This design comes from an exercise in tuning for small area, a short achievable clock period and few clock cycles on the open sky130 flow, not from production work. The RTL was checked by simulation tests, not by an equivalence proof against the original design. Power is estimated from default activity; no workload was simulated.

==> job 4151: inputs <==
Design rps_serial_core, start of the top module:
module rps_serial_core (
    input  wire       clk,
    input  wire       rst,         
    input  wire       drv_ready,   
    input  wire [7:0] in_port,     
    input  wire [9:0] dist_mm,     
    input  wire       tick,        
    input  wire       rx_valid,
    input  wire [7:0] rx_data,
    output wire       rx_ready,
    output wire       tx_valid,
    output wire [7:0] tx_data,
    input  wire       tx_ready,
    output wire [7:0] out_port     
);
    localparam [1:0] D_HUNT = 2'd0, D_LEN = 2'd1, D_PAY = 2'd2;
    localparam [2:0] R_OKAY = 3'd0, R_NC = 3'd1, R_IBIT = 3'd2, R_IMOT = 3'd3,
                     R_UNK  = 3'd4, R_POLL = 3'd5, R_XDOM = 3'd6;
    localparam [3:0] K_POLL = 4'd0, K_O = 4'd1, K_RESET = 4'd2, K_XDOM = 4'd3,
                     K_MD = 4'd4, K_MP = 4'd5, K_TRUE = 4'd6, K_FALSE = 4'd7,
                     K_STOP = 4'd8, K_FWD = 4'd9, K_REV = 4'd10, K_NONE = 4'd15;
    localparam [2:0] T_IDLE = 3'd0, T_H1 = 3'd1, T_H2 = 3'd2, T_ROM = 3'd3,
                     T_ECHO = 3'd4, T_NL = 3'd5, T_POLL = 3'd6;
    localparam [1:0] C_EQ = 2'd0, C_LT = 2'd1, C_GT = 2'd2;
    localparam integer TAP = 7;
    localparam [4:0] RD_WRAP = (16 + TAP + 1) % 17;
    localparam [7:0] A_PROB = 8'd0;
    localparam [7:0] A_NC = 8'd8;
    localparam [7:0] A_IBIT = 8'd48;
    localparam [7:0] A_IMOT = 8'd60;
    localparam [7:0] A_UNK = 8'd79;
    localparam [7:0] A_XDOM = 8'd97;
    localparam [7:0] A_OKAY = 8'd189;
    function [7:0] kw_ch(input [7:0] kp);
        case (kp)
            8'h00: kw_ch = 8'h70;
            8'h01: kw_ch = 8'h6f;
            8'h02: kw_ch = 8'h6c;
            8'h03: kw_ch = 8'h6c;
            8'h10: kw_ch = 8'h6f;
            8'h20: kw_ch = 8'h72;
            8'h21: kw_ch = 8'h65;
            8'h22: kw_ch = 8'h73;
            8'h23: kw_ch = 8'h65;
            8'h24: kw_ch = 8'h74;
  ...
Settings: LEC_CHECK=0, ABC_AREA=1, CAP_MARGIN=20, CORE_MARGIN=2, CORE_UTILIZATION=72, PLACE_DENSITY=0.8, SLEW_MARGIN=20; clock period 110.0 ns.
standard.sh (not shown) runs the stock make flow with config.mk's settings and CLKGATE_MAP_FILE= SYNTH_SCRIPT=/design/flow/synth_recipe.tcl, a recipe that flattens the netlist after the stock synthesis.
==> flow/flow/run.sh <==
#!/bin/bash
# Standard layout, with faster cells for the port buffers, and a clock tree
# of strong buffers above smaller leaf buffers.
set -euo pipefail
cd "$(dirname "$0")/.."
export BUFFER_PORTS_ARGS="-buffer_cell sky130_fd_sc_hd__buf_4"
export CTS_ARGS="-sink_clustering_enable -repair_clock_nets -sink_clustering_size 16 -sink_clustering_max_diameter 46 -root_buf sky130_fd_sc_hd__clkbuf_16 -buf_list sky130_fd_sc_hd__clkbuf_16 -sink_clustering_buffer sky130_fd_sc_hd__clkbuf_8"
bash standard.sh finish > standard.log 2>&1
==> inputs of job 9653, as changes to job 4151 <==
--- a/flow/design.v
+++ b/flow/design.v
@@ -189,12 +189,12 @@
     localparam integer QD = 3;
     localparam integer QW = 5;
     reg [QW*QD-1:0] qd;
     reg [QD-1:0]    qv;
     reg [1:0] eh;             
-    reg [7:0] txd;
-    reg       txv;
+    reg [7:0] txd, sb;
+    reg       txv, sbv;
     wire [7:0] kch    = kw_ch({kw, pos});
     wire       match  = alive && (kch == 8'h00);    
     wire       int_ok = dig && !bad &&
                         ((sig < 4'd10) || ((sig == 4'd10) && (neg ? (cmp != C_GT) : (cmp == C_LT))));
     wire       is0    = (val == 3'd0);
@@ -258,12 +258,11 @@
     wire       first   = (j == 8'd0);
     wire       adv     = first || (exps == 5'd0);
     wire       pay_ok  = (first || (ph == exps)) && (!adv || !prot || (!plong && wcol != rc));
     wire [3:0] wcol    = adv ? inc15(wc) : wc;
     assign take = hv && ((dst == D_HUNT) ||
-                         (dst == D_LEN && !pend && !(dec && kind == R_UNK) &&
-                          !(dec ? qv[QD-2] : qv[QD-1])) ||
+                         (dst == D_LEN && !pend_n && !qv_n[QD-1]) ||
                          (dst == D_PAY && pay_ok));
     wire       wr      = take && (dst == D_PAY);
     wire       is_dig  = (hb >= "0") && (hb <= "9");
     wire [3:0] dval    = hb[3:0];
     always @(posedge clk) begin
@@ -706,12 +705,11 @@
             T_ECHO: begin pvalid = (ph == rs); pbyte = ring_rd; end
             T_NL:   pbyte = 8'h0a;
             default: pbyte = pchar;
         endcase
     end
-    wire   adv_out = ~txv | tx_ready;        
-    assign push = pvalid && adv_out;
+    assign push = pvalid && !sbv;
     always @(posedge clk) begin
         if (rst) begin
             tst <= T_IDLE; prot <= 1'b0; pend <= 1'b0; qv <= {QD{1'b0}}; eh <= 2'd0;
         end else begin
             pend <= pend_n;
@@ -776,16 +774,24 @@
                 end
                 default: ;
             endcase
         end
     end
+    wire adv_out = ~txv | tx_ready;
     always @(posedge clk) begin
         if (rst) begin
-            txv <= 1'b0; txd <= 8'd0;
+            txv <= 1'b0; sbv <= 1'b0; txd <= 8'd0;
         end else if (adv_out) begin
-            txv <= push;
-            if (push) txd <= pbyte;
+            txv <= sbv | push;
+            sbv <= 1'b0;
+        end else if (push)
+            sbv <= 1'b1;
+        if (!rst && adv_out) begin
+            if (sbv)       txd <= sb;
+            else if (push) txd <= pbyte;
         end
+        if (!adv_out && push)
+            sb <= pbyte;
     end
     assign tx_valid = txv;
     assign tx_data  = txd;
 endmodule
==> flow/flow/run.sh (replaced) <==
#!/bin/bash
# Standard layout, with faster cells for the port buffers.
set -euo pipefail
cd "$(dirname "$0")/.."
export BUFFER_PORTS_ARGS="-buffer_cell sky130_fd_sc_hd__buf_4"
bash standard.sh finish > standard.log 2>&1
Settings changed: CORE_UTILIZATION 72 to 76, CTS_BUF_LIST set to sky130_fd_sc_hd__clkbuf_8, CTS_CLUSTER_DIAMETER set to 40, CTS_CLUSTER_SIZE set to 16, PLACE_DENSITY 0.8 to 0.84.
==> results.txt <==
Wirelength per Cell: job 9653 24.5 µm; job 4151 20.2 µm
Count of antenna diodes in the layout: job 9653 4; job 4151 3
Status: job 9653 finished clean; job 4151 finished clean
Clock-pin transition on the worst setup and hold timing paths: job 9653 110 ps; job 4151 100 ps
Largest stage delay on the critical path: job 9653 390 ps; job 4151 420 ps
#MultiIn Comb: job 9653 2215; job 4151 2193
Total routing usage reported by global routing: job 9653 37.6%; job 4151 29.6%
Launch point of the critical path: job 9653 rx_rdy; job 4151 tx_ready
Routability Congestion: job 9653 0.986; job 4151 0.965
Count of routing violations after the opening detailed-route iteration: job 9653 4713; job 4151 2950
Initial antenna violation count: job 9653 6; job 4151 5
Clock Tree Root: job 9653 sky130_fd_sc_hd__clkbuf_8; job 4151 sky130_fd_sc_hd__clkbuf_16
Core area: job 9653 0.0775 mm²; job 4151 0.0808 mm²
Post-Syn Area: job 9653 0.0594 mm²; job 4151 0.0590 mm²
Maximum frequency from static timing analysis: job 9653 0.0427 GHz; job 4151 0.0407 GHz
Area fraction in compound gates after synthesis: job 9653 6.20%; job 4151 6.10%
Power after layout: job 9653 0.00140 W; job 4151 0.00134 W
Mean instance size in the synthesized netlist: job 9653 12.1 µm²; job 4151 12.1 µm²
Number of cells in the design after placement: job 9653 5921; job 4151 5913
Top layer in use: job 9653 met5; job 4151 met4
Overall die area: job 9653 0.0804 mm²; job 4151 0.0843 mm²
Testbench counts of job 4151, summed over its fixed seeds: cycles 22,772.
Testbench counts of job 9653, summed over its fixed seeds: cycles 22,748.

-- port drivers added, routing unchanged --
The results above use ideal ports. As a check the final layouts listed here were re-extracted and re-timed, cells and wires unchanged.
Step 1, drivers: a clkbuf_16 drives clk and a buf_2 each remaining input, both assumed.
Step 2, shift: input delay + t, output delay - t, t = (earliest + latest rising clock arrival at the registers) / 2. This alone moves slack from input paths to output paths.
Slacks: ideal ports / drivers / drivers and shift; pairs: ideal ports / drivers.
| run | t, ns | slack for setup (ns) | worst setup path at the end | clock arrival spread, ns |
|---|---|---|---|---|
| job 4151 | 0.792 | 85.459 / 85.505 / 84.713 | input to register | 0.036 / 0.036 |
| job 9653 | 0.949 | 86.578 / 86.509 / 86.357 | input to register | 0.055 / 0.056 |
After both steps every run listed still meets setup and hold. The setup slack of job 4151, which loses most, moves by +0.046 ns with the drivers and by -0.746 ns with both steps.
